Background: an optimization exercise with open tools, aiming at small area, a short achievable clock period and few clock cycles. Do not read the settings as production practice.
No functional check of the RTL was part of any run shown here.
Power and IR drop assume default switching activity.

## flow/design.v (module list and top-level ports; edited modules follow where they fit)
// module tpb_codec: 805 lines
// module tpb_fmt: 20 lines
// module tpb_opd: 40 lines
// module tpb_legal: 30 lines
// module tpb_dec: 34 lines
// module tpb_resmux: 35 lines
// module tpb_rsp: 47 lines
// module tpb_ctl: 36 lines
// module tpb_pw: 32 lines
module tpb_codec (
    input  wire        clk,
    input  wire        rst,         
    input  wire        cmd_valid,
    output wire        cmd_ready,
    input  wire [31:0] cmd_word,
    input  wire [63:0] cmd_opd,
    input  wire [15:0] cmd_flen,
    input  wire        frm_valid,
    output wire        frm_ready,
    input  wire [7:0]  frm_data,
    output wire        rsp_valid,
    output wire [7:0]  rsp_status,
    output wire [63:0] rsp_res
);
  // ...
==> flow/flow/run.sh <==
#!/bin/bash
# Layout flow: the standard flow (standard.sh, ORFS) with settings that
# ORFS reads from the environment:
#  - BUFFER_PORTS_ARGS: the port buffers are sky130_fd_sc_hd__buf_2 cells
#    (every input and output port still gets its own buffer);
#  - CTS_ARGS: the clock tree uses clkbuf_16 and the sink clustering of
#    config.mk's CTS_* settings, without dummy load cells;
#  - PRE_DETAIL_PLACE_TCL: flow/outflops.tcl gives the flip-flops that drive
#    the output port buffers a stronger drive (dfxtp_4).
# The clock period, the SDC and every other step are the standard flow's.
set -euo pipefail
here=$(pwd)
export BUFFER_PORTS_ARGS="-buffer_cell sky130_fd_sc_hd__buf_2"
export CTS_ARGS="-sink_clustering_enable -repair_clock_nets -dont_use_dummy_load -sink_clustering_size 30 -sink_clustering_max_diameter 75 -buf_list sky130_fd_sc_hd__clkbuf_16"
export PRE_DETAIL_PLACE_TCL="$here/flow/outflops.tcl"
bash standard.sh > standard.log 2>&1
==> flow/flow/outflops.tcl <==
# Upsize the flip-flops that drive the output ports (through their port
# buffers) from dfxtp_1 to dfxtp_4: the same registers and cell type, a
# stronger drive for the wire to the port buffer. Run before detailed
# placement, which then legalizes the wider cells.
set block [ord::get_db_block]
set db [ord::get_db]
set m4 [$db findMaster sky130_fd_sc_hd__dfxtp_4]
set n 0
foreach bterm [$block getBTerms] {
  if {[$bterm getIoType] != "OUTPUT"} { continue }
  set net [$bterm getNet]
  if {$net == "NULL"} { continue }
  foreach it [$net getITerms] {
    if {![$it isOutputSignal]} { continue }
    set buf [$it getInst]
    set a [$buf findITerm A]
    if {$a == "NULL"} { continue }
    set n2 [$a getNet]
    if {$n2 == "NULL"} { continue }
    foreach it2 [$n2 getITerms] {
      if {![$it2 isOutputSignal]} { continue }
      set drv [$it2 getInst]
      if {[[$drv getMaster] getName] == "sky130_fd_sc_hd__dfxtp_1"} {
        $drv swapMaster $m4
        incr n
      }
    }
  }
}
puts "outflops.tcl: upsized $n output flip-flops to dfxtp_4"
==> flow/standard.sh <==
#!/bin/bash
# synth_recipe.tcl (not shown) runs the flow's synth.tcl, then flattens the netlist and writes it again
# the make line also repeats each setting of config.mk as NAME=value (left out here)
make -C /OpenROAD-flow-scripts/flow DESIGN_CONFIG=/design/flow/config.mk WORK_HOME=/design/flow/orfs CLKGATE_MAP_FILE= SYNTH_SCRIPT=/design/flow/synth_recipe.tcl "${@:-finish}"
==> flow/config.mk <==
export PLATFORM = sky130hd
export DESIGN_NAME = tpb_codec
export DESIGN_NICKNAME = tpb_codec
export VERILOG_FILES = /design/flow/design.v
export SDC_FILE = /design/flow/constraint.sdc
export NUM_CORES = 8
export LEC_CHECK = 0
export ABC_AREA = 1
export CAP_MARGIN = 20
export CORE_MARGIN = 2
export CORE_UTILIZATION = 40
export CTS_BUF_LIST = sky130_fd_sc_hd__clkbuf_16
export CTS_CLUSTER_DIAMETER = 75
export CTS_CLUSTER_SIZE = 30
export PLACE_DENSITY = 0.8
export SLEW_MARGIN = 20
export SYNTH_HIERARCHICAL = 1
==> flow/constraint.sdc <==
create_clock -name core_clock -period 70.0 [get_ports {clk}]
set_input_delay 14.0000 -clock core_clock [delete_from_list [all_inputs] [get_ports {clk}]]
set_output_delay 14.0000 -clock core_clock [all_outputs]
set_load 0.01 [all_outputs]
==> qor.yml, run 1 <==
maxCapViolCount: 0
p_clk_uw: 466
grtUsageTotal_pct: 18.5
antenna_found_initial: 7
nNonClkInverters: 512
drive_gt1_share_pct: 10.4
grt_pass1_vias: 30340
p_switching_uw: 426
grt_use_met3_pct: 2.58
dp.cells: 6504
netSwitchingFraction_pct: 25.5
seqAreaFraction_pct: 63.5
n_all_buffers: 194
status: "complete, no violations"
hp-start: "ring[45][1]"
viasPerCell: 4.74
path_cells: "buf_2 -> inv_1 -> nand2_1 -> nor2_1 -> nand3_1 -> nor2_1 -> nand2_1 -> nand2_1 -> nor2_1 -> nand2_1 -> o21ai_0 -> nand4_1 -> nand3_1 -> inv_1 -> nor2_1"
final_util_pct: 43.9
insertion_delay_ps: 710
regArea_mm2: 0.0349
setup.worst_path.start: "cmd_word[20]"
critPathMaxStageDelay_ps: 420
num_vias: 31200
final_cell_count_no_fill: 6583
hold_viol_final: 0
critPathCapture: "rv_q"
design_area_mm2: 0.0549
critical_path_required_ps: 70490
drtIter0Drc: 2562
diodes: 3
rsz0062_at_grt: "false"
cp.depth: 15
grt_max_degree: 68
fin_ws_ps: 54610
worstSetupPathType: "in2reg"
design.seq.count: 1687
peakVddDrop_uv: 17.8
routed_wl_um: 120000
whs_endpoint: "ring[44][1]"
cts_tree: "yes"
relSlewSlack_pct: 21.6
powerSeq_uw: 993
==> module tpb_codec, before the edit <==
module tpb_codec (
    input  wire        clk,
    input  wire        rst,         
    input  wire        cmd_valid,
    output wire        cmd_ready,
    input  wire [31:0] cmd_word,
    input  wire [63:0] cmd_opd,
    input  wire [15:0] cmd_flen,
    input  wire        frm_valid,
    output wire        frm_ready,
    input  wire [7:0]  frm_data,
    output wire        rsp_valid,
    output wire [7:0]  rsp_status,
    output wire [63:0] rsp_res
);
    localparam [3:0] ST_OK          = 4'h0;
    localparam [3:0] ST_BAD_SYNC    = 4'h1;
    localparam [3:0] ST_BAD_SIZE    = 4'h2;
    localparam [3:0] ST_BAD_PID     = 4'h3;
    localparam [3:0] ST_BAD_ADAPT   = 4'h4;
    localparam [3:0] ST_UNKNOWN_PKT = 4'h5;
    localparam [3:0] ST_BAD_OFFSET  = 4'h6;
    localparam [3:0] ST_ILLEGAL     = 4'hD;
    localparam NR = 11;             
    localparam RL = 16;             
    localparam DIV_K   = 8;
    localparam DIV_PAD = 2;
    localparam DIV_CYC = 8;
    localparam XW      = DIV_PAD + 64;
    reg [7:0]  p [0:11];            
    reg [7:0]  ring [0:NR-1][0:RL-1];
    reg [3:0]  ph;                  
    reg [3:0]  dofs;                
    reg [6:0]  err;                 
    reg        rv_q;
    reg [3:0]  rs_q;
    reg [41:0] rr_q;
    reg        crdy_q;
    reg        frdy_q;
    reg        clr_q;               
    reg        in_load;
    reg        fb_v;                
    reg        load_ok;
    reg        sp_pend;
    reg [2:0]  a_op;                
    reg [7:0]  a_idx;
    reg [7:0]  a_dat;
    reg        w_pend;
    reg [7:0]  w_idx;
    reg [7:0]  w_dat;
    reg           sysrst_q;         
    reg           busy;
    reg [2:0]     ecnt;
    reg [XW-1:0]  xq;
    reg [6:0]     rem;
    assign cmd_ready  = crdy_q;
    assign frm_ready  = frdy_q;
    assign rsp_valid  = rv_q;
    assign rsp_status = {4'd0, rs_q};
    assign rsp_res    = {22'd0, rr_q};
    wire fire = cmd_valid & crdy_q;
    wire take = frm_valid & frdy_q;
    wire [1:0]  afc     = p[3][5:4];
    wire        has_af  = afc[1];
    wire        has_pl  = afc[0];
    wire [7:0]  af_len  = p[4];
    wire [12:0] pid     = {p[1][4:0], p[2]};
    wire        has_pcr = has_af & p[5][4];
    wire [32:0] base = {p[6], p[7], p[8], p[9], p[10][7]};
    wire [8:0]  ext  = {p[10][0], p[11]};
    wire [41:0] res;
    wire [33:0] at_p, at_g, at_s;
    wire [34:0] at_c;
    assign at_p[0] = base[2] ^ base[0];
    assign at_g[0] = base[2] & base[0];
    assign at_p[1] = base[3] ^ base[1];
    assign at_g[1] = base[3] & base[1];
    assign at_p[2] = base[4] ^ base[2];
    assign at_g[2] = base[4] & base[2];
    assign at_p[3] = base[5] ^ base[3];
    assign at_g[3] = base[5] & base[3];
    assign at_p[4] = base[6] ^ base[4];
    assign at_g[4] = base[6] & base[4];
    assign at_p[5] = base[7] ^ base[5];
    assign at_g[5] = base[7] & base[5];
    assign at_p[6] = base[8] ^ base[6];
    assign at_g[6] = base[8] & base[6];
    assign at_p[7] = base[9] ^ base[7];
    assign at_g[7] = base[9] & base[7];
    assign at_p[8] = base[10] ^ base[8];
    assign at_g[8] = base[10] & base[8];
    assign at_p[9] = base[11] ^ base[9];
    assign at_g[9] = base[11] & base[9];
    assign at_p[10] = base[12] ^ base[10];
    assign at_g[10] = base[12] & base[10];
    assign at_p[11] = base[13] ^ base[11];
    assign at_g[11] = base[13] & base[11];
    assign at_p[12] = base[14] ^ base[12];
    assign at_g[12] = base[14] & base[12];
    assign at_p[13] = base[15] ^ base[13];
    assign at_g[13] = base[15] & base[13];
    assign at_p[14] = base[16] ^ base[14];
    assign at_g[14] = base[16] & base[14];
    assign at_p[15] = base[17] ^ base[15];
    assign at_g[15] = base[17] & base[15];
    assign at_p[16] = base[18] ^ base[16];
    assign at_g[16] = base[18] & base[16];
    assign at_p[17] = base[19] ^ base[17];
    assign at_g[17] = base[19] & base[17];
    assign at_p[18] = base[20] ^ base[18];
    assign at_g[18] = base[20] & base[18];
    assign at_p[19] = base[21] ^ base[19];
    assign at_g[19] = base[21] & base[19];
    assign at_p[20] = base[22] ^ base[20];
    assign at_g[20] = base[22] & base[20];
    assign at_p[21] = base[23] ^ base[21];
    assign at_g[21] = base[23] & base[21];
    assign at_p[22] = base[24] ^ base[22];
    assign at_g[22] = base[24] & base[22];
    assign at_p[23] = base[25] ^ base[23];
    assign at_g[23] = base[25] & base[23];
    assign at_p[24] = base[26] ^ base[24];
    assign at_g[24] = base[26] & base[24];
    assign at_p[25] = base[27] ^ base[25];
    assign at_g[25] = base[27] & base[25];
    assign at_p[26] = base[28] ^ base[26];
    assign at_g[26] = base[28] & base[26];
    assign at_p[27] = base[29] ^ base[27];
    assign at_g[27] = base[29] & base[27];
    assign at_p[28] = base[30] ^ base[28];
    assign at_g[28] = base[30] & base[28];
    assign at_p[29] = base[31] ^ base[29];
    assign at_g[29] = base[31] & base[29];
    assign at_p[30] = base[32] ^ base[30];
    assign at_g[30] = base[32] & base[30];
    assign at_p[31] = 1'b0 ^ base[31];
    assign at_g[31] = 1'b0 & base[31];
    assign at_p[32] = 1'b0 ^ base[32];
    assign at_g[32] = 1'b0 & base[32];
    assign at_p[33] = 1'b0 ^ 1'b0;
    assign at_g[33] = 1'b0 & 1'b0;
    assign at_c[0] = 1'b0;
    assign at_c[1] = at_g[0] | (at_p[0] & at_c[0]);
    assign at_c[2] = at_g[1] | (at_p[1] & at_c[1]);
    assign at_c[3] = at_g[2] | (at_p[2] & at_c[2]);
    assign at_c[4] = at_g[3] | (at_p[3] & at_c[3]);
    assign at_c[5] = at_g[4] | (at_p[4] & at_c[4]);
    assign at_c[6] = at_g[5] | (at_p[5] & at_c[5]);
    assign at_c[7] = at_g[6] | (at_p[6] & at_c[6]);
    assign at_c[8] = at_g[7] | (at_p[7] & at_c[7]);
    assign at_c[9] = at_g[8] | (at_p[8] & at_c[8]);
    assign at_c[10] = at_g[9] | (at_p[9] & at_c[9]);
    assign at_c[11] = at_g[10] | (at_p[10] & at_c[10]);
    assign at_c[12] = at_g[11] | (at_p[11] & at_c[11]);
    assign at_c[13] = at_g[12] | (at_p[12] & at_c[12]);
    assign at_c[14] = at_g[13] | (at_p[13] & at_c[13]);
    assign at_c[15] = at_g[14] | (at_p[14] & at_c[14]);
    assign at_c[16] = at_g[15] | (at_p[15] & at_c[15]);
    assign at_c[17] = at_g[16] | (at_p[16] & at_c[16]);
    assign at_c[18] = at_g[17] | (at_p[17] & at_c[17]);
    assign at_c[19] = at_g[18] | (at_p[18] & at_c[18]);
    assign at_c[20] = at_g[19] | (at_p[19] & at_c[19]);
    assign at_c[21] = (at_g[20]) | (at_c[20] & at_p[20]);
    assign at_c[22] = (at_g[21]) | (at_g[20] & at_p[21]) | (at_c[20] & at_p[20] & at_p[21]);
    assign at_c[23] = (at_g[22]) | (at_g[21] & at_p[22]) | (at_g[20] & at_p[21] & at_p[22]) | (at_c[20] & at_p[20] & at_p[21] & at_p[22]);
    assign at_c[24] = (at_g[23]) | (at_g[22] & at_p[23]) | (at_g[21] & at_p[22] & at_p[23]) | (at_g[20] & at_p[21] & at_p[22] & at_p[23]) | (at_c[20] & at_p[20] & at_p[21] & at_p[22] & at_p[23]);
    assign at_c[25] = (at_g[24]) | (at_c[24] & at_p[24]);
    assign at_c[26] = (at_g[25]) | (at_g[24] & at_p[25]) | (at_c[24] & at_p[24] & at_p[25]);
    assign at_c[27] = (at_g[26]) | (at_g[25] & at_p[26]) | (at_g[24] & at_p[25] & at_p[26]) | (at_c[24] & at_p[24] & at_p[25] & at_p[26]);
    assign at_c[28] = (at_g[27]) | (at_g[26] & at_p[27]) | (at_g[25] & at_p[26] & at_p[27]) | (at_g[24] & at_p[25] & at_p[26] & at_p[27]) | (at_c[24] & at_p[24] & at_p[25] & at_p[26] & at_p[27]);
    assign at_c[29] = (at_g[28]) | (at_c[28] & at_p[28]);
    assign at_c[30] = (at_g[29]) | (at_g[28] & at_p[29]) | (at_c[28] & at_p[28] & at_p[29]);
    assign at_c[31] = (at_g[30]) | (at_g[29] & at_p[30]) | (at_g[28] & at_p[29] & at_p[30]) | (at_c[28] & at_p[28] & at_p[29] & at_p[30]);
    assign at_c[32] = (at_g[31]) | (at_g[30] & at_p[31]) | (at_g[29] & at_p[30] & at_p[31]) | (at_g[28] & at_p[29] & at_p[30] & at_p[31]) | (at_c[28] & at_p[28] & at_p[29] & at_p[30] & at_p[31]);
    assign at_c[33] = (at_g[32]) | (at_c[32] & at_p[32]);
    assign at_c[34] = (at_g[33]) | (at_g[32] & at_p[33]) | (at_c[32] & at_p[32] & at_p[33]);
    assign at_s[0] = at_p[0] ^ at_c[0];
    assign at_s[1] = at_p[1] ^ at_c[1];
    assign at_s[2] = at_p[2] ^ at_c[2];
    assign at_s[3] = at_p[3] ^ at_c[3];
    assign at_s[4] = at_p[4] ^ at_c[4];
    assign at_s[5] = at_p[5] ^ at_c[5];
    assign at_s[6] = at_p[6] ^ at_c[6];
    assign at_s[7] = at_p[7] ^ at_c[7];
    assign at_s[8] = at_p[8] ^ at_c[8];
    assign at_s[9] = at_p[9] ^ at_c[9];
    assign at_s[10] = at_p[10] ^ at_c[10];
    assign at_s[11] = at_p[11] ^ at_c[11];
    assign at_s[12] = at_p[12] ^ at_c[12];
    assign at_s[13] = at_p[13] ^ at_c[13];
    assign at_s[14] = at_p[14] ^ at_c[14];
    assign at_s[15] = at_p[15] ^ at_c[15];
    assign at_s[16] = at_p[16] ^ at_c[16];
    assign at_s[17] = at_p[17] ^ at_c[17];
    assign at_s[18] = at_p[18] ^ at_c[18];
    assign at_s[19] = at_p[19] ^ at_c[19];
    assign at_s[20] = at_p[20] ^ at_c[20];
    assign at_s[21] = at_p[21] ^ at_c[21];
    assign at_s[22] = at_p[22] ^ at_c[22];
    assign at_s[23] = at_p[23] ^ at_c[23];
    assign at_s[24] = at_p[24] ^ at_c[24];
    assign at_s[25] = at_p[25] ^ at_c[25];
    assign at_s[26] = at_p[26] ^ at_c[26];
    assign at_s[27] = at_p[27] ^ at_c[27];
    assign at_s[28] = at_p[28] ^ at_c[28];
    assign at_s[29] = at_p[29] ^ at_c[29];
    assign at_s[30] = at_p[30] ^ at_c[30];
    assign at_s[31] = at_p[31] ^ at_c[31];
    assign at_s[32] = at_p[32] ^ at_c[32];
    assign at_s[33] = at_p[33] ^ at_c[33];
    wire [35:0] t = {at_s[33], at_s[32], at_s[31], at_s[30], at_s[29], at_s[28], at_s[27], at_s[26], at_s[25], at_s[24], at_s[23], at_s[22], at_s[21], at_s[20], at_s[19], at_s[18], at_s[17], at_s[16], at_s[15], at_s[14], at_s[13], at_s[12], at_s[11], at_s[10], at_s[9], at_s[8], at_s[7], at_s[6], at_s[5], at_s[4], at_s[3], at_s[2], at_s[1], at_s[0], base[1], base[0]};
    wire [35:0] aq_p, aq_g, aq_s;
    wire [36:0] aq_c;
    assign aq_p[0] = t[0] ^ ext[6];
    assign aq_g[0] = t[0] & ext[6];
    assign aq_p[1] = t[1] ^ ext[7];
    assign aq_g[1] = t[1] & ext[7];
    assign aq_p[2] = t[2] ^ ext[8];
    assign aq_g[2] = t[2] & ext[8];
    assign aq_p[3] = t[3] ^ 1'b0;
    assign aq_g[3] = t[3] & 1'b0;
    assign aq_p[4] = t[4] ^ 1'b0;
    assign aq_g[4] = t[4] & 1'b0;
    assign aq_p[5] = t[5] ^ 1'b0;
    assign aq_g[5] = t[5] & 1'b0;
    assign aq_p[6] = t[6] ^ 1'b0;
    assign aq_g[6] = t[6] & 1'b0;
    assign aq_p[7] = t[7] ^ 1'b0;
    assign aq_g[7] = t[7] & 1'b0;
    assign aq_p[8] = t[8] ^ 1'b0;
    assign aq_g[8] = t[8] & 1'b0;
    assign aq_p[9] = t[9] ^ 1'b0;
    assign aq_g[9] = t[9] & 1'b0;
    assign aq_p[10] = t[10] ^ 1'b0;
    assign aq_g[10] = t[10] & 1'b0;
    assign aq_p[11] = t[11] ^ 1'b0;
    assign aq_g[11] = t[11] & 1'b0;
    assign aq_p[12] = t[12] ^ 1'b0;
    assign aq_g[12] = t[12] & 1'b0;
    assign aq_p[13] = t[13] ^ 1'b0;
    assign aq_g[13] = t[13] & 1'b0;
    assign aq_p[14] = t[14] ^ 1'b0;
    assign aq_g[14] = t[14] & 1'b0;
    assign aq_p[15] = t[15] ^ 1'b0;
    assign aq_g[15] = t[15] & 1'b0;
    assign aq_p[16] = t[16] ^ 1'b0;
    assign aq_g[16] = t[16] & 1'b0;
    assign aq_p[17] = t[17] ^ 1'b0;
    assign aq_g[17] = t[17] & 1'b0;
    assign aq_p[18] = t[18] ^ 1'b0;
    assign aq_g[18] = t[18] & 1'b0;
    assign aq_p[19] = t[19] ^ 1'b0;
    assign aq_g[19] = t[19] & 1'b0;
    assign aq_p[20] = t[20] ^ 1'b0;
    assign aq_g[20] = t[20] & 1'b0;
    assign aq_p[21] = t[21] ^ 1'b0;
    assign aq_g[21] = t[21] & 1'b0;
    assign aq_p[22] = t[22] ^ 1'b0;
    assign aq_g[22] = t[22] & 1'b0;
    assign aq_p[23] = t[23] ^ 1'b0;
    assign aq_g[23] = t[23] & 1'b0;
    assign aq_p[24] = t[24] ^ 1'b0;
    assign aq_g[24] = t[24] & 1'b0;
    assign aq_p[25] = t[25] ^ 1'b0;
    assign aq_g[25] = t[25] & 1'b0;
    assign aq_p[26] = t[26] ^ 1'b0;
    assign aq_g[26] = t[26] & 1'b0;
    assign aq_p[27] = t[27] ^ 1'b0;
    assign aq_g[27] = t[27] & 1'b0;
    assign aq_p[28] = t[28] ^ 1'b0;
    assign aq_g[28] = t[28] & 1'b0;
    assign aq_p[29] = t[29] ^ 1'b0;
    assign aq_g[29] = t[29] & 1'b0;
    assign aq_p[30] = t[30] ^ 1'b0;
    assign aq_g[30] = t[30] & 1'b0;
    assign aq_p[31] = t[31] ^ 1'b0;
    assign aq_g[31] = t[31] & 1'b0;
    assign aq_p[32] = t[32] ^ 1'b0;
    assign aq_g[32] = t[32] & 1'b0;
    assign aq_p[33] = t[33] ^ 1'b0;
    assign aq_g[33] = t[33] & 1'b0;
    assign aq_p[34] = t[34] ^ 1'b0;
    assign aq_g[34] = t[34] & 1'b0;
    assign aq_p[35] = t[35] ^ 1'b0;
    assign aq_g[35] = t[35] & 1'b0;
    assign aq_c[0] = 1'b0;
    assign aq_c[1] = aq_g[0] | (aq_p[0] & aq_c[0]);
    assign aq_c[2] = aq_g[1] | (aq_p[1] & aq_c[1]);
    assign aq_c[3] = aq_g[2] | (aq_p[2] & aq_c[2]);
    assign aq_c[4] = aq_g[3] | (aq_p[3] & aq_c[3]);
    assign aq_c[5] = aq_g[4] | (aq_p[4] & aq_c[4]);
    assign aq_c[6] = aq_g[5] | (aq_p[5] & aq_c[5]);
    assign aq_c[7] = aq_g[6] | (aq_p[6] & aq_c[6]);
    assign aq_c[8] = aq_g[7] | (aq_p[7] & aq_c[7]);
    assign aq_c[9] = aq_g[8] | (aq_p[8] & aq_c[8]);
    assign aq_c[10] = aq_g[9] | (aq_p[9] & aq_c[9]);
    assign aq_c[11] = aq_g[10] | (aq_p[10] & aq_c[10]);
    assign aq_c[12] = aq_g[11] | (aq_p[11] & aq_c[11]);
    assign aq_c[13] = aq_g[12] | (aq_p[12] & aq_c[12]);
    assign aq_c[14] = aq_g[13] | (aq_p[13] & aq_c[13]);
    assign aq_c[15] = aq_g[14] | (aq_p[14] & aq_c[14]);
    assign aq_c[16] = aq_g[15] | (aq_p[15] & aq_c[15]);
    assign aq_c[17] = aq_g[16] | (aq_p[16] & aq_c[16]);
    assign aq_c[18] = aq_g[17] | (aq_p[17] & aq_c[17]);
    assign aq_c[19] = aq_g[18] | (aq_p[18] & aq_c[18]);
    assign aq_c[20] = aq_g[19] | (aq_p[19] & aq_c[19]);
    assign aq_c[21] = aq_g[20] | (aq_p[20] & aq_c[20]);
    assign aq_c[22] = aq_g[21] | (aq_p[21] & aq_c[21]);
    assign aq_c[23] = aq_g[22] | (aq_p[22] & aq_c[22]);
    assign aq_c[24] = aq_g[23] | (aq_p[23] & aq_c[23]);
    assign aq_c[25] = aq_g[24] | (aq_p[24] & aq_c[24]);
    assign aq_c[26] = aq_g[25] | (aq_p[25] & aq_c[25]);
    assign aq_c[27] = aq_g[26] | (aq_p[26] & aq_c[26]);
    assign aq_c[28] = aq_g[27] | (aq_p[27] & aq_c[27]);
    assign aq_c[29] = aq_g[28] | (aq_p[28] & aq_c[28]);
    assign aq_c[30] = aq_g[29] | (aq_p[29] & aq_c[29]);
    assign aq_c[31] = aq_g[30] | (aq_p[30] & aq_c[30]);
    assign aq_c[32] = aq_g[31] | (aq_p[31] & aq_c[31]);
    assign aq_c[33] = aq_g[32] | (aq_p[32] & aq_c[32]);
    assign aq_c[34] = aq_g[33] | (aq_p[33] & aq_c[33]);
    assign aq_c[35] = aq_g[34] | (aq_p[34] & aq_c[34]);
    assign aq_c[36] = aq_g[35] | (aq_p[35] & aq_c[35]);
    assign aq_s[0] = aq_p[0] ^ aq_c[0];
    assign aq_s[1] = aq_p[1] ^ aq_c[1];
    assign aq_s[2] = aq_p[2] ^ aq_c[2];
    assign aq_s[3] = aq_p[3] ^ aq_c[3];
    assign aq_s[4] = aq_p[4] ^ aq_c[4];
    assign aq_s[5] = aq_p[5] ^ aq_c[5];
    assign aq_s[6] = aq_p[6] ^ aq_c[6];
    assign aq_s[7] = aq_p[7] ^ aq_c[7];
    assign aq_s[8] = aq_p[8] ^ aq_c[8];
    assign aq_s[9] = aq_p[9] ^ aq_c[9];
    assign aq_s[10] = aq_p[10] ^ aq_c[10];
    assign aq_s[11] = aq_p[11] ^ aq_c[11];
    assign aq_s[12] = aq_p[12] ^ aq_c[12];
    assign aq_s[13] = aq_p[13] ^ aq_c[13];
    assign aq_s[14] = aq_p[14] ^ aq_c[14];
    assign aq_s[15] = aq_p[15] ^ aq_c[15];
    assign aq_s[16] = aq_p[16] ^ aq_c[16];
    assign aq_s[17] = aq_p[17] ^ aq_c[17];
    assign aq_s[18] = aq_p[18] ^ aq_c[18];
    assign aq_s[19] = aq_p[19] ^ aq_c[19];
    assign aq_s[20] = aq_p[20] ^ aq_c[20];
    assign aq_s[21] = aq_p[21] ^ aq_c[21];
    assign aq_s[22] = aq_p[22] ^ aq_c[22];
    assign aq_s[23] = aq_p[23] ^ aq_c[23];
    assign aq_s[24] = aq_p[24] ^ aq_c[24];
    assign aq_s[25] = aq_p[25] ^ aq_c[25];
    assign aq_s[26] = aq_p[26] ^ aq_c[26];
    assign aq_s[27] = aq_p[27] ^ aq_c[27];
    assign aq_s[28] = aq_p[28] ^ aq_c[28];
    assign aq_s[29] = aq_p[29] ^ aq_c[29];
    assign aq_s[30] = aq_p[30] ^ aq_c[30];
    assign aq_s[31] = aq_p[31] ^ aq_c[31];
    assign aq_s[32] = aq_p[32] ^ aq_c[32];
    assign aq_s[33] = aq_p[33] ^ aq_c[33];
    assign aq_s[34] = aq_p[34] ^ aq_c[34];
    assign aq_s[35] = aq_p[35] ^ aq_c[35];
    wire [39:0] q = {aq_s[35], aq_s[34], aq_s[33], aq_s[32], aq_s[31], aq_s[30], aq_s[29], aq_s[28], aq_s[27], aq_s[26], aq_s[25], aq_s[24], aq_s[23], aq_s[22], aq_s[21], aq_s[20], aq_s[19], aq_s[18], aq_s[17], aq_s[16], aq_s[15], aq_s[14], aq_s[13], aq_s[12], aq_s[11], aq_s[10], aq_s[9], aq_s[8], aq_s[7], aq_s[6], aq_s[5], aq_s[4], aq_s[3], aq_s[2], aq_s[1], aq_s[0], ext[5], ext[4], ext[3], ext[2]};
    wire [39:0] aw_p, aw_g, aw_s;
    wire [40:0] aw_c;
    assign aw_p[0] = q[0] ^ ~t[0];
    assign aw_g[0] = q[0] & ~t[0];
    assign aw_p[1] = q[1] ^ ~t[1];
    assign aw_g[1] = q[1] & ~t[1];
    assign aw_p[2] = q[2] ^ ~t[2];
    assign aw_g[2] = q[2] & ~t[2];
    assign aw_p[3] = q[3] ^ ~t[3];
    assign aw_g[3] = q[3] & ~t[3];
    assign aw_p[4] = q[4] ^ ~t[4];
    assign aw_g[4] = q[4] & ~t[4];
    assign aw_p[5] = q[5] ^ ~t[5];
    assign aw_g[5] = q[5] & ~t[5];
    assign aw_p[6] = q[6] ^ ~t[6];
    assign aw_g[6] = q[6] & ~t[6];
    assign aw_p[7] = q[7] ^ ~t[7];
    assign aw_g[7] = q[7] & ~t[7];
    assign aw_p[8] = q[8] ^ ~t[8];
    assign aw_g[8] = q[8] & ~t[8];
    assign aw_p[9] = q[9] ^ ~t[9];
    assign aw_g[9] = q[9] & ~t[9];
    assign aw_p[10] = q[10] ^ ~t[10];
    assign aw_g[10] = q[10] & ~t[10];
    assign aw_p[11] = q[11] ^ ~t[11];
    assign aw_g[11] = q[11] & ~t[11];
    assign aw_p[12] = q[12] ^ ~t[12];
    assign aw_g[12] = q[12] & ~t[12];
    assign aw_p[13] = q[13] ^ ~t[13];
    assign aw_g[13] = q[13] & ~t[13];
    assign aw_p[14] = q[14] ^ ~t[14];
    assign aw_g[14] = q[14] & ~t[14];
    assign aw_p[15] = q[15] ^ ~t[15];
    assign aw_g[15] = q[15] & ~t[15];
    assign aw_p[16] = q[16] ^ ~t[16];
    assign aw_g[16] = q[16] & ~t[16];
    assign aw_p[17] = q[17] ^ ~t[17];
    assign aw_g[17] = q[17] & ~t[17];
    assign aw_p[18] = q[18] ^ ~t[18];
    assign aw_g[18] = q[18] & ~t[18];
    assign aw_p[19] = q[19] ^ ~t[19];
    assign aw_g[19] = q[19] & ~t[19];
    assign aw_p[20] = q[20] ^ ~t[20];
    assign aw_g[20] = q[20] & ~t[20];
    assign aw_p[21] = q[21] ^ ~t[21];
    assign aw_g[21] = q[21] & ~t[21];
    assign aw_p[22] = q[22] ^ ~t[22];
    assign aw_g[22] = q[22] & ~t[22];
    assign aw_p[23] = q[23] ^ ~t[23];
    assign aw_g[23] = q[23] & ~t[23];
    assign aw_p[24] = q[24] ^ ~t[24];
    assign aw_g[24] = q[24] & ~t[24];
    assign aw_p[25] = q[25] ^ ~t[25];
    assign aw_g[25] = q[25] & ~t[25];
    assign aw_p[26] = q[26] ^ ~t[26];
    assign aw_g[26] = q[26] & ~t[26];
    assign aw_p[27] = q[27] ^ ~t[27];
    assign aw_g[27] = q[27] & ~t[27];
    assign aw_p[28] = q[28] ^ ~t[28];
    assign aw_g[28] = q[28] & ~t[28];
    assign aw_p[29] = q[29] ^ ~t[29];
    assign aw_g[29] = q[29] & ~t[29];
    assign aw_p[30] = q[30] ^ ~t[30];
    assign aw_g[30] = q[30] & ~t[30];
    assign aw_p[31] = q[31] ^ ~t[31];
    assign aw_g[31] = q[31] & ~t[31];
    assign aw_p[32] = q[32] ^ ~t[32];
    assign aw_g[32] = q[32] & ~t[32];
    assign aw_p[33] = q[33] ^ ~t[33];
    assign aw_g[33] = q[33] & ~t[33];
    assign aw_p[34] = q[34] ^ ~t[34];
    assign aw_g[34] = q[34] & ~t[34];
    assign aw_p[35] = q[35] ^ ~t[35];
    assign aw_g[35] = q[35] & ~t[35];
    assign aw_p[36] = q[36] ^ 1'b1;
    assign aw_g[36] = q[36] & 1'b1;
    assign aw_p[37] = q[37] ^ 1'b1;
    assign aw_g[37] = q[37] & 1'b1;
    assign aw_p[38] = q[38] ^ 1'b1;
    assign aw_g[38] = q[38] & 1'b1;
    assign aw_p[39] = q[39] ^ 1'b1;
    assign aw_g[39] = q[39] & 1'b1;
    assign aw_c[0] = 1'b1;
    assign aw_c[1] = aw_g[0] | (aw_p[0] & aw_c[0]);
    assign aw_c[2] = aw_g[1] | (aw_p[1] & aw_c[1]);
    assign aw_c[3] = aw_g[2] | (aw_p[2] & aw_c[2]);
    assign aw_c[4] = aw_g[3] | (aw_p[3] & aw_c[3]);
    assign aw_c[5] = aw_g[4] | (aw_p[4] & aw_c[4]);
    assign aw_c[6] = aw_g[5] | (aw_p[5] & aw_c[5]);
    assign aw_c[7] = aw_g[6] | (aw_p[6] & aw_c[6]);
    assign aw_c[8] = aw_g[7] | (aw_p[7] & aw_c[7]);
    assign aw_c[9] = aw_g[8] | (aw_p[8] & aw_c[8]);
    assign aw_c[10] = aw_g[9] | (aw_p[9] & aw_c[9]);
    assign aw_c[11] = aw_g[10] | (aw_p[10] & aw_c[10]);
    assign aw_c[12] = aw_g[11] | (aw_p[11] & aw_c[11]);
    assign aw_c[13] = aw_g[12] | (aw_p[12] & aw_c[12]);
    assign aw_c[14] = aw_g[13] | (aw_p[13] & aw_c[13]);
    assign aw_c[15] = aw_g[14] | (aw_p[14] & aw_c[14]);
    assign aw_c[16] = aw_g[15] | (aw_p[15] & aw_c[15]);
    assign aw_c[17] = aw_g[16] | (aw_p[16] & aw_c[16]);
    assign aw_c[18] = aw_g[17] | (aw_p[17] & aw_c[17]);
    assign aw_c[19] = aw_g[18] | (aw_p[18] & aw_c[18]);
    assign aw_c[20] = aw_g[19] | (aw_p[19] & aw_c[19]);
    assign aw_c[21] = aw_g[20] | (aw_p[20] & aw_c[20]);
    assign aw_c[22] = aw_g[21] | (aw_p[21] & aw_c[21]);
    assign aw_c[23] = aw_g[22] | (aw_p[22] & aw_c[22]);
    assign aw_c[24] = aw_g[23] | (aw_p[23] & aw_c[23]);
    assign aw_c[25] = (aw_g[24]) | (aw_c[24] & aw_p[24]);
    assign aw_c[26] = (aw_g[25]) | (aw_g[24] & aw_p[25]) | (aw_c[24] & aw_p[24] & aw_p[25]);
    assign aw_c[27] = (aw_g[26]) | (aw_g[25] & aw_p[26]) | (aw_g[24] & aw_p[25] & aw_p[26]) | (aw_c[24] & aw_p[24] & aw_p[25] & aw_p[26]);
    assign aw_c[28] = (aw_g[27]) | (aw_g[26] & aw_p[27]) | (aw_g[25] & aw_p[26] & aw_p[27]) | (aw_g[24] & aw_p[25] & aw_p[26] & aw_p[27]) | (aw_c[24] & aw_p[24] & aw_p[25] & aw_p[26] & aw_p[27]);
    assign aw_c[29] = (aw_g[28]) | (aw_c[28] & aw_p[28]);
    assign aw_c[30] = (aw_g[29]) | (aw_g[28] & aw_p[29]) | (aw_c[28] & aw_p[28] & aw_p[29]);
    assign aw_c[31] = (aw_g[30]) | (aw_g[29] & aw_p[30]) | (aw_g[28] & aw_p[29] & aw_p[30]) | (aw_c[28] & aw_p[28] & aw_p[29] & aw_p[30]);
    assign aw_c[32] = (aw_g[31]) | (aw_g[30] & aw_p[31]) | (aw_g[29] & aw_p[30] & aw_p[31]) | (aw_g[28] & aw_p[29] & aw_p[30] & aw_p[31]) | (aw_c[28] & aw_p[28] & aw_p[29] & aw_p[30] & aw_p[31]);
    assign aw_c[33] = (aw_g[32]) | (aw_c[32] & aw_p[32]);
    assign aw_c[34] = (aw_g[33]) | (aw_g[32] & aw_p[33]) | (aw_c[32] & aw_p[32] & aw_p[33]);
    assign aw_c[35] = (aw_g[34]) | (aw_g[33] & aw_p[34]) | (aw_g[32] & aw_p[33] & aw_p[34]) | (aw_c[32] & aw_p[32] & aw_p[33] & aw_p[34]);
    assign aw_c[36] = (aw_g[35]) | (aw_g[34] & aw_p[35]) | (aw_g[33] & aw_p[34] & aw_p[35]) | (aw_g[32] & aw_p[33] & aw_p[34] & aw_p[35]) | (aw_c[32] & aw_p[32] & aw_p[33] & aw_p[34] & aw_p[35]);
    assign aw_c[37] = (aw_g[36]) | (aw_c[36] & aw_p[36]);
    assign aw_c[38] = (aw_g[37]) | (aw_g[36] & aw_p[37]) | (aw_c[36] & aw_p[36] & aw_p[37]);
    assign aw_c[39] = (aw_g[38]) | (aw_g[37] & aw_p[38]) | (aw_g[36] & aw_p[37] & aw_p[38]) | (aw_c[36] & aw_p[36] & aw_p[37] & aw_p[38]);
    assign aw_c[40] = (aw_g[39]) | (aw_g[38] & aw_p[39]) | (aw_g[37] & aw_p[38] & aw_p[39]) | (aw_g[36] & aw_p[37] & aw_p[38] & aw_p[39]) | (aw_c[36] & aw_p[36] & aw_p[37] & aw_p[38] & aw_p[39]);
    assign aw_s[0] = aw_p[0] ^ aw_c[0];
    assign aw_s[1] = aw_p[1] ^ aw_c[1];
    assign aw_s[2] = aw_p[2] ^ aw_c[2];
    assign aw_s[3] = aw_p[3] ^ aw_c[3];
    assign aw_s[4] = aw_p[4] ^ aw_c[4];
    assign aw_s[5] = aw_p[5] ^ aw_c[5];
    assign aw_s[6] = aw_p[6] ^ aw_c[6];
    assign aw_s[7] = aw_p[7] ^ aw_c[7];
    assign aw_s[8] = aw_p[8] ^ aw_c[8];
    assign aw_s[9] = aw_p[9] ^ aw_c[9];
    assign aw_s[10] = aw_p[10] ^ aw_c[10];
    assign aw_s[11] = aw_p[11] ^ aw_c[11];
    assign aw_s[12] = aw_p[12] ^ aw_c[12];
    assign aw_s[13] = aw_p[13] ^ aw_c[13];
    assign aw_s[14] = aw_p[14] ^ aw_c[14];
    assign aw_s[15] = aw_p[15] ^ aw_c[15];
    assign aw_s[16] = aw_p[16] ^ aw_c[16];
    assign aw_s[17] = aw_p[17] ^ aw_c[17];
    assign aw_s[18] = aw_p[18] ^ aw_c[18];
    assign aw_s[19] = aw_p[19] ^ aw_c[19];
    assign aw_s[20] = aw_p[20] ^ aw_c[20];
    assign aw_s[21] = aw_p[21] ^ aw_c[21];
    assign aw_s[22] = aw_p[22] ^ aw_c[22];
    assign aw_s[23] = aw_p[23] ^ aw_c[23];
    assign aw_s[24] = aw_p[24] ^ aw_c[24];
    assign aw_s[25] = aw_p[25] ^ aw_c[25];
    assign aw_s[26] = aw_p[26] ^ aw_c[26];
    assign aw_s[27] = aw_p[27] ^ aw_c[27];
    assign aw_s[28] = aw_p[28] ^ aw_c[28];
    assign aw_s[29] = aw_p[29] ^ aw_c[29];
    assign aw_s[30] = aw_p[30] ^ aw_c[30];
    assign aw_s[31] = aw_p[31] ^ aw_c[31];
    assign aw_s[32] = aw_p[32] ^ aw_c[32];
    assign aw_s[33] = aw_p[33] ^ aw_c[33];
    assign aw_s[34] = aw_p[34] ^ aw_c[34];
    assign aw_s[35] = aw_p[35] ^ aw_c[35];
    assign aw_s[36] = aw_p[36] ^ aw_c[36];
    assign aw_s[37] = aw_p[37] ^ aw_c[37];
    assign aw_s[38] = aw_p[38] ^ aw_c[38];
    assign aw_s[39] = aw_p[39] ^ aw_c[39];
    wire [39:0] w = {aw_s[39], aw_s[38], aw_s[37], aw_s[36], aw_s[35], aw_s[34], aw_s[33], aw_s[32], aw_s[31], aw_s[30], aw_s[29], aw_s[28], aw_s[27], aw_s[26], aw_s[25], aw_s[24], aw_s[23], aw_s[22], aw_s[21], aw_s[20], aw_s[19], aw_s[18], aw_s[17], aw_s[16], aw_s[15], aw_s[14], aw_s[13], aw_s[12], aw_s[11], aw_s[10], aw_s[9], aw_s[8], aw_s[7], aw_s[6], aw_s[5], aw_s[4], aw_s[3], aw_s[2], aw_s[1], aw_s[0]};
    assign res = {w, ext[1:0]};
    wire [41:0] pcr_rd = res;
    wire       l_big = (af_len >= 8'd183);
    wire [7:0] l_p5  = af_len + 8'd5;           
    wire [7:0] l_m   = 8'd183 - af_len;         
    wire [7:0] af_win_len = (af_len > 8'd183) ? 8'd183 : af_len;
    wire [8:0] pl_off = has_af ? (l_big ? 9'd188 : {1'b0, l_p5}) : 9'd4;
    wire [8:0] pl_len = has_af ? (l_big ? 9'd0 : {1'b0, l_m}) : 9'd184;
    wire [3:0] st_validate = (p[0] != 8'h47) ? ST_BAD_SYNC :
                             (has_af && af_len > 8'd183) ? ST_BAD_ADAPT : ST_OK;
    wire cls_unk = (p[0] != 8'h47) & (p[0] != 8'h80);
    wire cls_80  = (p[0] == 8'h80);
    wire [6:0] err_new;
    assign err_new[0] = rv_q && rs_q == ST_BAD_SYNC;
    assign err_new[1] = rv_q && rs_q == ST_BAD_SIZE;
    assign err_new[2] = rv_q && rs_q == ST_BAD_PID;
    assign err_new[3] = rv_q && rs_q == ST_BAD_ADAPT;
    assign err_new[4] = rv_q && rs_q == ST_UNKNOWN_PKT;
    assign err_new[5] = rv_q && rs_q == ST_BAD_OFFSET;
    assign err_new[6] = rv_q && rs_q == ST_ILLEGAL;
    wire [6:0]  err_eff  = err | err_new;
    wire [7:0] fidx  = a_idx;
    wire [7:0] tk    = a_idx + {7'd0, fb_v};
    wire       a_static  = (a_idx < 8'd12);
    wire       sp_rdb    = (a_op == 3'b000);    
    wire       sp_wr     = (a_op == 3'b001);    
    wire       sp_tsc    = (a_op == 3'b100);    
    wire       sp_afc    = (a_op == 3'b101);    
    wire       sp_clrpcr = (a_op == 3'b111);    
    wire       sp_clrerr = (a_op == 3'b110);    
    wire [7:0] raddr = w_pend ? w_idx : a_idx;
    wire [7:0] rj    = raddr - 8'd12;
    wire [3:0] rring = rj[7:4];
    wire [3:0] rslot = rj[3:0] + dofs;
    wire       at_wr = (rslot == ph);                
    wire       at_rd = (rslot[2:0] == ph[2:0]);      
    wire ld_w  = fb_v & ((fidx == 8'd0) ? (a_dat == 8'h47) : load_ok);
    wire w_go  = w_pend & at_wr & ~clr_q;
    wire sp_go = sp_pend & ~w_pend & (a_static | (~clr_q & (sp_wr ? at_wr : at_rd)));
    wire [7:0] saddr = a_idx;
    wire       s_we  = fb_v ? (ld_w & a_static) : (sp_go & sp_wr & a_static);
    wire [7:0] sbus  = a_dat;
    wire       r_we  = w_go | (ld_w & ~a_static) | (sp_go & sp_wr & ~a_static);
    wire [7:0] rbus  = clr_q ? 8'd0 : (w_pend ? w_dat : a_dat);
    reg [7:0] ring_rd;
    integer ri;
    always @* begin
        ring_rd = 8'd0;
        for (ri = 0; ri < NR; ri = ri + 1)
            if (rring == ri) ring_rd = ring_rd | ((rslot[3] ^ ph[3]) ? ring[ri][8] : ring[ri][0]);
    end
    reg [7:0] static_rd;
    always @* begin
        case (a_idx[3:0])
            4'd0: static_rd = p[0];   4'd1: static_rd = p[1];   4'd2: static_rd = p[2];
            4'd3: static_rd = p[3];   4'd4: static_rd = p[4];   4'd5: static_rd = p[5];
            4'd6: static_rd = p[6];   4'd7: static_rd = p[7];   4'd8: static_rd = p[8];
            4'd9: static_rd = p[9];   4'd10: static_rd = p[10]; default: static_rd = p[11];
        endcase
    end
    wire [7:0] rd_byte   = a_static ? static_rd : ring_rd;
    reg [6:0]       st_r;
    reg [DIV_K-1:0] st_q;
    reg [7:0]       st_t;
    integer si;
    always @* begin
        st_r = rem;
        for (si = 0; si < DIV_K; si = si + 1) begin
            st_t = {st_r, xq[XW-1-si]};
            if (st_t >= 8'd75) begin
                st_r = st_t - 8'd75;
                st_q[DIV_K-1-si] = 1'b1;
            end else begin
                st_r = st_t[6:0];
                st_q[DIV_K-1-si] = 1'b0;
            end
        end
    end
    wire [XW-1:0] xq_next  = {xq[XW-DIV_K-1:0], st_q};
    wire          div_last = busy & (ecnt == DIV_CYC - 1);
    wire [32:0]   base_wr  = xq_next[32:0];
    wire [8:0]    ext_wr   = {st_r, xq_next[XW-1:XW-2]};
    wire clr_first = clr_q & (ph == 4'd0);
    wire clr_pcr   = sp_go & sp_clrpcr & p[3][5];
    wire [7:0] s_val = (clr_first | clr_pcr) ? 8'd0 : sbus;
    reg [7:0] pn [0:11];
    integer bi;
    always @* begin
        for (bi = 0; bi < 12; bi = bi + 1) begin
            pn[bi] = p[bi];
            if (clr_first || (s_we && saddr[3:0] == bi) || (clr_pcr && bi >= 6))
                pn[bi] = s_val;
        end
        if (sp_go && sp_tsc) pn[3][7:6] = a_dat[1:0];
        if (sp_go && sp_afc) pn[3][5:4] = a_dat[1:0];
        if (clr_pcr) pn[5][4] = 1'b0;
        if (busy && ecnt == 3'd0) begin
            if (!p[3][5]) pn[3][5:4] = 2'b11;
            if (p[4] < 8'd7) pn[4] = 8'd7;
            pn[5][4] = 1'b1;
        end
        if (div_last) begin
            pn[6]  = base_wr[32:25];
            pn[7]  = base_wr[24:17];
            pn[8]  = base_wr[16:9];
            pn[9]  = base_wr[8:1];
            pn[10] = {base_wr[0], 6'b111111, ext_wr[8]};
            pn[11] = ext_wr[7:0];
        end
    end
    wire [95:0] p_cur  = {p[11], p[10], p[9], p[8], p[7], p[6], p[5], p[4], p[3], p[2], p[1], p[0]};
    wire [95:0] p_slow = {pn[11], pn[10], pn[9], pn[8], pn[7], pn[6], pn[5], pn[4], pn[3], pn[2], pn[1], pn[0]};
    wire [95:0] p_d;
    wire        o_rv_d;
    wire [3:0]  o_rs_d;
    wire [41:0] o_rr_d;
    wire        L_load, L_slow, L_pcr, L_sysrst;
    wire [9:0]  fm;
    wire [34:0] o;
    wire [22:0] dl;
    tpb_fmt u_fmt (.cmd_word(cmd_word), .cmd_flen(cmd_flen), .fm(fm));
    tpb_opd u_opd (.op(cmd_word[7:0]), .o(o));
    wire        ill;
    tpb_legal u_legal (.cmd_word(cmd_word), .ill(ill));
    tpb_dec u_dec (.o(o), .fm(fm), .ill(ill), .dl(dl));
    assign L_load   = dl[1];
    assign L_slow   = dl[4];
    assign L_pcr    = dl[12];
    assign L_sysrst = dl[15];
    wire [41:0] res_m;
    tpb_resmux u_res (
        .op          (cmd_word[7:0]),
        .p_cur       (p_cur),
        .cls_80      (cls_80),
        .af_win_len  (af_win_len),
        .pl_len      (pl_len[7:0]),
        .pl_off      (pl_off[7:0]),
        .pcr_rd      (pcr_rd),
        .err_eff     (err_eff),
        .m           (res_m)
    );
    tpb_rsp u_rsp (
        .fire        (fire),
        .ill         (ill),
        .dl          (dl),
        .idx_imm     (cmd_word[31:8]),
        .m           (res_m),
        .st_validate (st_validate),
        .cls_unk     (cls_unk),
        .in_load     (in_load),
        .load_done   (in_load & take & (tk == 8'd187)),
        .load_ok     (load_ok),
        .sp_pend     (sp_pend),
        .sp_go       (sp_go),
        .sp_rdb      (sp_rdb),
        .sp_clrerr   (sp_clrerr),
        .err_eff     (err_eff),
        .w_pend      (w_pend),
        .rd_byte     (rd_byte),
        .rv_d        (o_rv_d),
        .rs_d        (o_rs_d),
        .rr_d        (o_rr_d)
    );
    wire [19:0] pw_d;
    tpb_pw u_pw (
        .fire        (fire),
        .cmd_word    (cmd_word),
        .p_slow      (p_slow[27:8]),
        .p_d         (pw_d)
    );
    assign p_d = {p_slow[95:28], pw_d, p_slow[7:0]};
    integer rr, pp;
    always @(posedge clk) begin
        for (rr = 0; rr < NR; rr = rr + 1) begin
            for (pp = 0; pp < RL - 1; pp = pp + 1)
                ring[rr][pp] <= ring[rr][pp + 1];
            if (clr_q || (r_we && rring == rr))
                ring[rr][RL-1] <= rbus;
            else
                ring[rr][RL-1] <= ring[rr][0];
        end
        for (bi = 0; bi < 12; bi = bi + 1)
            p[bi] <= p_d[8*bi +: 8];
        ph <= ph + 4'd1;
        busy <= busy_d;
        if (busy) begin
            xq  <= xq_next;
            rem <= st_r;
            ecnt <= ecnt + 3'd1;
        end else begin
            xq  <= {{DIV_PAD{1'b0}}, cmd_opd};
            rem <= 7'd0;
            ecnt <= 3'd0;
        end
        sp_pend <= sp_pend_d;
        if (!sp_pend) begin
            a_idx <= in_load ? tk : cmd_word[15:8];
            a_dat <= in_load ? frm_data : cmd_word[23:16];
            a_op  <= {cmd_word[5], cmd_word[4], cmd_word[2]};
        end
        w_pend <= w_pend_d;
        if (fb_v && fidx == 8'd0 && a_dat == 8'h47) w_pend <= 1'b0;
        if (!w_pend) begin
            w_idx <= cmd_word[15:8];
            w_dat <= cmd_word[23:16];
        end
        fb_v <= take & in_load;
        in_load <= in_load_d;
        if (fb_v && fidx == 8'd0) load_ok <= (a_dat == 8'h47);
        if (ld_w && fidx == 8'd12) dofs <= ph;           
        sysrst_q <= sysrst_d;
        if (clr_q && ph == 4'd15) clr_q <= 1'b0;
        if (sysrst_q) begin
            clr_q  <= 1'b1;
            ph     <= 4'd0;
            w_pend <= 1'b0;
        end
        if (sysrst_q || (sp_go && sp_clrerr))
            err <= 7'd0;
        else
            err <= err_eff;
        rv_q <= o_rv_d;
        rs_q <= o_rs_d;
        rr_q <= o_rr_d;
        crdy_q <= crdy_d;
        frdy_q <= frdy_d;
        if (rst) begin
            ph      <= 4'd0;
            dofs    <= 4'd0;
            err     <= 7'd0;
            rv_q    <= 1'b0;
            crdy_q  <= 1'b0;
            frdy_q  <= 1'b0;
            clr_q   <= 1'b1;
            w_pend  <= 1'b0;
            in_load <= 1'b0;
            fb_v    <= 1'b0;
            load_ok <= 1'b0;
            sp_pend <= 1'b0;
            busy    <= 1'b0;
            sysrst_q <= 1'b0;
        end
    end
    wire       ok_n   = (fb_v && fidx == 8'd0) ? (a_dat == 8'h47) : load_ok;
    wire [3:0] dofs_n = (ld_w && fidx == 8'd12) ? ph : dofs;
    wire [3:0] al     = ph + 4'd14 - dofs_n;
    wire       r_free = ~clr_q & ~w_pend;       
    wire fr_b = in_load & (tk < 8'd188) &
                ((tk < 8'd12) | ~ok_n |
                 (r_free & ((tk == 8'd12) | (tk[3:0] == al))));
    wire fr_a = in_load & (tk < 8'd187) &
                ((tk < 8'd11) | ~ok_n |
                 (r_free & ((tk == 8'd11) | (tk == 8'd12) | (tk[3:0] + 4'd1 == al))));
    wire busy_d, sp_pend_d, w_pend_d, in_load_d, sysrst_d, crdy_d, frdy_d;
    tpb_ctl u_ctl (
        .fire       (fire),
        .take       (take),
        .L_load     (dl[1]),
        .L_slow     (dl[4]),
        .L_pcr      (dl[12]),
        .L_sysrst   (dl[15]),
        .L_wrbring  (dl[22]),
        .busy       (busy),
        .div_last   (div_last),
        .sp_pend    (sp_pend),
        .sp_go      (sp_go),
        .w_pend     (w_pend),
        .w_go       (w_go),
        .in_load    (in_load),
        .tk_last    (tk == 8'd187),
        .fr_a       (fr_a),
        .fr_b       (fr_b),
        .sysrst_q   (sysrst_q),
        .busy_d     (busy_d),
        .sp_pend_d  (sp_pend_d),
        .w_pend_d   (w_pend_d),
        .in_load_d  (in_load_d),
        .sysrst_d   (sysrst_d),
        .crdy_d     (crdy_d),
        .frdy_d     (frdy_d)
    );
endmodule
==> module tpb_rsp, before the edit <==
module tpb_rsp (
    input  wire        fire,
    input  wire        ill,
    input  wire [22:0] dl,
    input  wire [23:0] idx_imm,      
    input  wire [41:0] m,
    input  wire [3:0]  st_validate,
    input  wire        cls_unk,
    input  wire        in_load,
    input  wire        load_done,
    input  wire        load_ok,
    input  wire        sp_pend,
    input  wire        sp_go,
    input  wire        sp_rdb,
    input  wire        sp_clrerr,
    input  wire [6:0]  err_eff,
    input  wire        w_pend,
    input  wire [7:0]  rd_byte,
    output reg         rv_d,
    output reg  [3:0]  rs_d,
    output reg  [41:0] rr_d
);
    wire L_load = dl[1], L_loadbad = dl[2], L_val = dl[3];
    wire L_slow = dl[4], L_offbad = dl[5], L_cls = dl[6], L_pidbad = dl[8];
    wire f0_ok = (idx_imm == 24'd0);
    wire [3:0] f_st;
    assign f_st[0] = (L_val & st_validate[0]) | (L_cls & cls_unk) | L_pidbad | ill;
    assign f_st[1] = L_loadbad | L_offbad | L_pidbad;
    assign f_st[2] = (L_val & st_validate[2]) | (L_cls & cls_unk) | L_offbad | ill;
    assign f_st[3] = ill;
    always @* begin
        if (in_load) begin
            rv_d = load_done;
            rs_d = load_ok ? 4'h0 : 4'h1;
            rr_d = 42'd0;
        end else if (sp_pend) begin
            rv_d = sp_go;
            rs_d = 4'h0;
            rr_d = ({42{sp_rdb}} & {34'd0, rd_byte}) |
                   ({42{sp_clrerr}} & {28'd0, err_eff[6], 6'd0, err_eff[5:0], 1'b0});
        end else begin
            rv_d = fire & ~L_load & ~(L_slow & ~(dl[22] & ~w_pend));
            rs_d = f_st;
            rr_d = {42{f0_ok}} & m;
        end
    end
endmodule
==> module tpb_ctl, before the edit <==
module tpb_ctl (
    input  wire fire,
    input  wire take,
    input  wire L_load,
    input  wire L_slow,
    input  wire L_pcr,
    input  wire L_sysrst,
    input  wire L_wrbring,
    input  wire busy,
    input  wire div_last,
    input  wire sp_pend,
    input  wire sp_go,
    input  wire w_pend,
    input  wire w_go,
    input  wire in_load,
    input  wire tk_last,
    input  wire fr_a,
    input  wire fr_b,
    input  wire sysrst_q,
    output wire busy_d,
    output wire sp_pend_d,
    output wire w_pend_d,
    output wire in_load_d,
    output wire sysrst_d,
    output wire crdy_d,
    output wire frdy_d
);
    wire wrb_now = L_wrbring & ~w_pend;
    assign busy_d    = busy ? ~div_last : (fire & L_pcr);
    assign sp_pend_d = sp_pend ? ~sp_go : (fire & L_slow & ~wrb_now);
    assign w_pend_d  = w_pend ? ~w_go : (fire & wrb_now);
    assign in_load_d = in_load ? ~(take & tk_last) : (fire & L_load);
    assign sysrst_d  = fire & L_sysrst;
    assign crdy_d    = ~((fire & (L_pcr | L_sysrst)) | (busy & ~div_last) | sysrst_q);
    assign frdy_d    = (fire & L_load) | (take ? fr_a : fr_b);
endmodule
==> inputs of run 2 (changes only) <==
--- a/flow/design.v
+++ b/flow/design.v
@@ -653,2 +653,3 @@
     wire [41:0] res_m;
+    wire        rv_fast;
     tpb_resmux u_res (
@@ -665,3 +666,3 @@
     tpb_rsp u_rsp (
-        .fire        (fire),
+        .rv_fast     (rv_fast),
         .ill         (ill),
@@ -780,7 +781,4 @@
         .take       (take),
-        .L_load     (dl[1]),
-        .L_slow     (dl[4]),
-        .L_pcr      (dl[12]),
-        .L_sysrst   (dl[15]),
-        .L_wrbring  (dl[22]),
+        .cmd_word   (cmd_word),
+        .cmd_flen   (cmd_flen),
         .busy       (busy),
@@ -802,3 +800,4 @@
         .crdy_d     (crdy_d),
-        .frdy_d     (frdy_d)
+        .frdy_d     (frdy_d),
+        .rv_fast    (rv_fast)
     );
@@ -965,3 +964,3 @@
 module tpb_rsp (
-    input  wire        fire,
+    input  wire        rv_fast,      
     input  wire        ill,
@@ -1005,3 +1004,3 @@
         end else begin
-            rv_d = fire & ~L_load & ~(L_slow & ~(dl[22] & ~w_pend));
+            rv_d = rv_fast;
             rs_d = f_st;
@@ -1012,9 +1011,6 @@
 module tpb_ctl (
-    input  wire fire,
-    input  wire take,
-    input  wire L_load,
-    input  wire L_slow,
-    input  wire L_pcr,
-    input  wire L_sysrst,
-    input  wire L_wrbring,
+    input  wire        fire,
+    input  wire        take,
+    input  wire [31:0] cmd_word,
+    input  wire [15:0] cmd_flen,
     input  wire busy,
@@ -1036,5 +1032,24 @@
     output wire crdy_d,
-    output wire frdy_d
+    output wire frdy_d,
+    output wire rv_fast              
 );
+    wire [7:0]  op  = cmd_word[7:0];
+    wire [7:0]  idx = cmd_word[15:8];
+    wire [15:0] imm = cmd_word[31:16];
+    wire z_idx  = (idx == 8'd0);
+    wire z_hi8  = (imm[15:8] == 8'd0);
+    wire z_lo8  = (imm[7:0] == 8'd0);
+    wire f0     = z_idx & z_hi8 & z_lo8;
+    wire fm2    = z_idx & z_hi8 & (imm[7:2] == 6'd0);
+    wire idx_ok = (idx < 8'd188);
+    wire L_load    = (op == 8'h01) & f0 & (cmd_flen == 16'd188);
+    wire L_pcr     = (op == 8'h36) & f0;
+    wire L_sysrst  = (op == 8'hF2) & f0;
+    wire L_rdb     = (op == 8'h03) & z_hi8 & z_lo8 & idx_ok;
+    wire L_wrb     = (op == 8'h04) & z_hi8 & idx_ok;
+    wire L_wrbring = L_wrb & (idx >= 8'd12);
+    wire L_slow    = L_rdb | L_wrb | (((op == 8'h23) | (op == 8'h25)) & fm2) |
+                     (((op == 8'h37) | (op == 8'hF1)) & f0);
     wire wrb_now = L_wrbring & ~w_pend;
+    assign rv_fast = fire & ~L_load & ~(L_slow & ~wrb_now);
     assign busy_d    = busy ? ~div_last : (fire & L_pcr);
==> run 2 against run 1 <==
Against the previous run: maximum frequency is 0.88% higher; worst hold slack improved by 28 ps; die area rose by 0.71%; final cell count increased by 1.1%; sequential share of layout area decreased by 0.45 points; combinational power is 4% lower; sequential power about the same; critical path type is now reg2out; critical endpoint is now rsp_res[6]; highest routed layer is now met4.
==> qor.yml, run 2 <==
post_cts_buffers: 0  # unchanged
numCtsBuffers: 75  # was 74
start_util_pct: 40.3  # was 40.2%
grt_pass1_wl_um: 177000  # was 180,000 µm
synth_area_mm2: 0.0507  # was 0.0503 mm²
power.internal_uw: 1240  # about the same
start_kind: "flop"  # was primary input
hold_viol_final: 0  # unchanged
antenna_found_initial: 7  # unchanged
fmax_mhz: 65.6  # was 65.0 MHz
combPwrFrac_pct: 12.1  # was 12.5%
clockRootBuffer: "clkbuf_16"  # unchanged
pwr-share-seq_pct: 59.8  # was 59.5%
critPathSlowestCell: "dfxtp_4"  # was nor2_1
htree_levels: 3  # unchanged
critical_path_arrival_ps: 1250  # was 15,880 ps
fin_ws_ps: 54750  # was 54,610 ps
rsz0062_at_grt: "false"  # unchanged
mostFrequentLayoutCells: "dfxtp_1 (1,543), nand2_1 (1,099), inv_1 (494), nor2_1 (317), o21ai_0 (191)"  # was dfxtp_1 (1,543), nand2_1 (1,112), inv_1 (485), nor2_1 (282), o21ai_0 (196)
tightest_slew_ps: 1160  # about the same
relSlewSlack_pct: 22.3  # was 21.6%
die_w_um: 360  # was 359 µm
layout_commonest_cell: "dfxtp_1"  # unchanged
final_cell_count_no_fill: 6658  # was 6,583
routedWlPerCell_um: 17.5  # was 18.2 µm
yosysWarningCount: 13  # unchanged
min_period_over_period_pct: 21.8  # was 22.0%
io_buffers: 172  # unchanged
insertion_delay_ps: 670  # was 710 ps
skew_ps: 82.0  # was 119 ps
cts.repair.resized: 0  # unchanged
post-dp-hpwl_um: 83700  # was 86,600 µm
die_area_mm2: 0.130  # was 0.129 mm²
cellLeakagePower_uw: 0.0238  # was 0.0237 µW
grtUsageTotal_pct: 17.7  # was 18.5%
nets: 5276  # was 5,204
design_area_mm2: 0.0553  # was 0.0549 mm²
drtAntennaViolNets: 0  # unchanged
clkTransAtPathRegs_ps: 100  # was 110 ps
critPathMaxStageDelay_ps: 450  # was 420 ps
cts_tree: "yes"  # unchanged
hp-start: "ring[162][4]"  # was ring[45][1]
reg.largest.list: "ring: 1408 flops, p: 96 flops, xq: 66 flops"  # unchanged
power_density_mw_per_mm2: 30.0  # was 30.4 mW/mm²
path_cells: "buf_2"  # was buf_2 -> inv_1 -> nand2_1 -> nor2_1 -> nand3_1 -> nor2_1 -> nand2_1 -> nand2_1 -> nor2_1 -> nand2_1 -> o21ai_0 -> nand4_1 -> nand3_1 -> inv_1 -> nor2_1
routed_wl_um: 117000  # was 120,000 µm
peakVddDrop_uv: 16.5  # was 17.8 µV
drcViolationCount: 0  # unchanged
maxCapViolCount: 0  # unchanged
hold_buffers: 0  # unchanged
syn_area_per_cell_um2: 10.5  # was 10.6 µm²
hp-class: "reg2reg"  # unchanged
syn-instance-count: 4826  # was 4,761
path_max_fanout: 1  # was 7
status: "complete, no violations"  # unchanged
place_congestion: 0.976  # was 0.980
clock_sinks: 1687  # unchanged
placed_area_mm2: 0.0534  # was 0.0530 mm²
rr_worst_depth: 56  # was 53
dp.cells: 6577  # was 6,504
critical_path_required_ps: 56000  # was 70,490 ps
largest_reg_flops: 1408  # unchanged
setup.worst_path.start: "rr_q[6]"  # was cmd_word[20]
clk_path_buf_depth: 3  # unchanged
place_ws_ps: 54190  # was 53,970 ps
finalSetupTns_ps: 0  # unchanged
die_h_um: 360  # was 359 µm
drt_first_pass_iters: 7  # was 5
drv_slew: 0  # unchanged
rows: 130  # unchanged
drtIter0Drc: 2387  # was 2,562
regMostFlops: "ring"  # unchanged
setup_viol: 0  # unchanged
grt_pass1_vias: 31014  # was 30,340
grt_overflow: 0  # unchanged
clock_power_share_pct: 28.1  # was 27.9%
area_growth_pct: 9.15  # was 9.17%
fin_crit_ps: 15250  # was 15,390 ps
cp.depth: 1  # was 15
path_buf_inv: 1  # was 3
core_mm2: 0.126  # was 0.125 mm²
final_util_pct: 44.0  # was 43.9%
grt_max_degree: 69  # was 68
fillers: 11328  # was 11,411
path_delay_family: "flip-flops"  # was simple AND/OR/NAND/NOR gates
num_vias: 31410  # was 31,200
rr_startpoint: "p[10][7]"  # unchanged
netSwitchingFraction_pct: 25.0  # was 25.5%
io_pins: 199  # unchanged
p_switching_uw: 416  # was 426 µW
holdPathStages: 0  # unchanged
critPathCaptureType: "output port"  # was flop
viasPerCell: 4.72  # was 4.74
drive_gt1_share_pct: 10.7  # was 10.4%
worstSetupPathType: "reg2out"  # was in2reg
run 2: cell type report:
class / instances / area, µm² / area share (%)
diodes: 6 / 15.0 / 0.0271
clock buffers: 75 / 1880 / 3.39
inverters: 524 / 1970 / 3.56
multi-input cells: 2522 / 13500 / 24.4
flip-flops and latches: 1687 / 34900 / 63.1
well taps: 1650 / 2060 / 3.73
repair buffers: 194 / 1030 / 1.87
run 2: power by group through the flow:
| stage | Combinational, µW | Clock (µW) | Sequential [µW] |
|---|---|---|---|
| finish | 201 | 466 | 992 |
| global route | 230 | 505 | 993 |
| CTS | 200 | 475 | 992 |
| detailed placement | 197 | 0 | 1010 |
| global placement | 193 | 0 | 1020 |
| floorplan | 139 | 0 | 1010 |
run 2: layer usage:
layer | routed length (µm) | global-route usage (%) | share of wire [%]
met1 | 50000 | 22.4 | 43
met2 | 54200 | 29.3 | 46
met3 | 6320 | 2.53 | 5.4
met4 | 6270 | 9.02 | 5.4
met5 | 0 | 0 | 0
run 2: path summary, 6_finish.rpt:
kind,end,slack [ps]
max,rsp_res[6],54750
max reg2reg,rr_q[41],56390
min,ring[161][4],260
min reg2reg,ring[161][4],260
run 2: metrics by stage:
stage	hold WS, ps	total power, µW
2_1_floorplan	310	1150
3_3_place_gp	310	1210
3_5_place_dp	312	1210
4_1_cts	269	1670
5_1_grt	268	1730
6_report	260	1660

-- afterwards: timing with drivers on the ports --
Ports are ideal in the flow. The routed layouts listed here were re-timed in OpenROAD. Step 1 sets driving cells, clkbuf_16 on the clock port and buf_2 on the other inputs (assumed; they add their load-dependent delay and slew). Step 2 times the ports against the registers' clock, not the clock port: input delays grow and output delays shrink by t, the midpoint of the rising clock arrivals with the driver on. Slacks: ideal ports / drivers / drivers and shift; pairs: ideal ports / drivers.
run | t, ns | setup WS [ns] | worst setup path at the end | pins driven straight from the clock port
run 1 | 0.720 | 54.614 / 54.623 / 53.945 | input to register | 1
run 2 | 0.709 | 54.747 / 54.666 / 54.153 | input to register | 1
After both steps setup and hold are still met in every run listed. The setup slack of run 1, which loses most, moves by +0.009 ns with the drivers and by -0.669 ns with both steps.
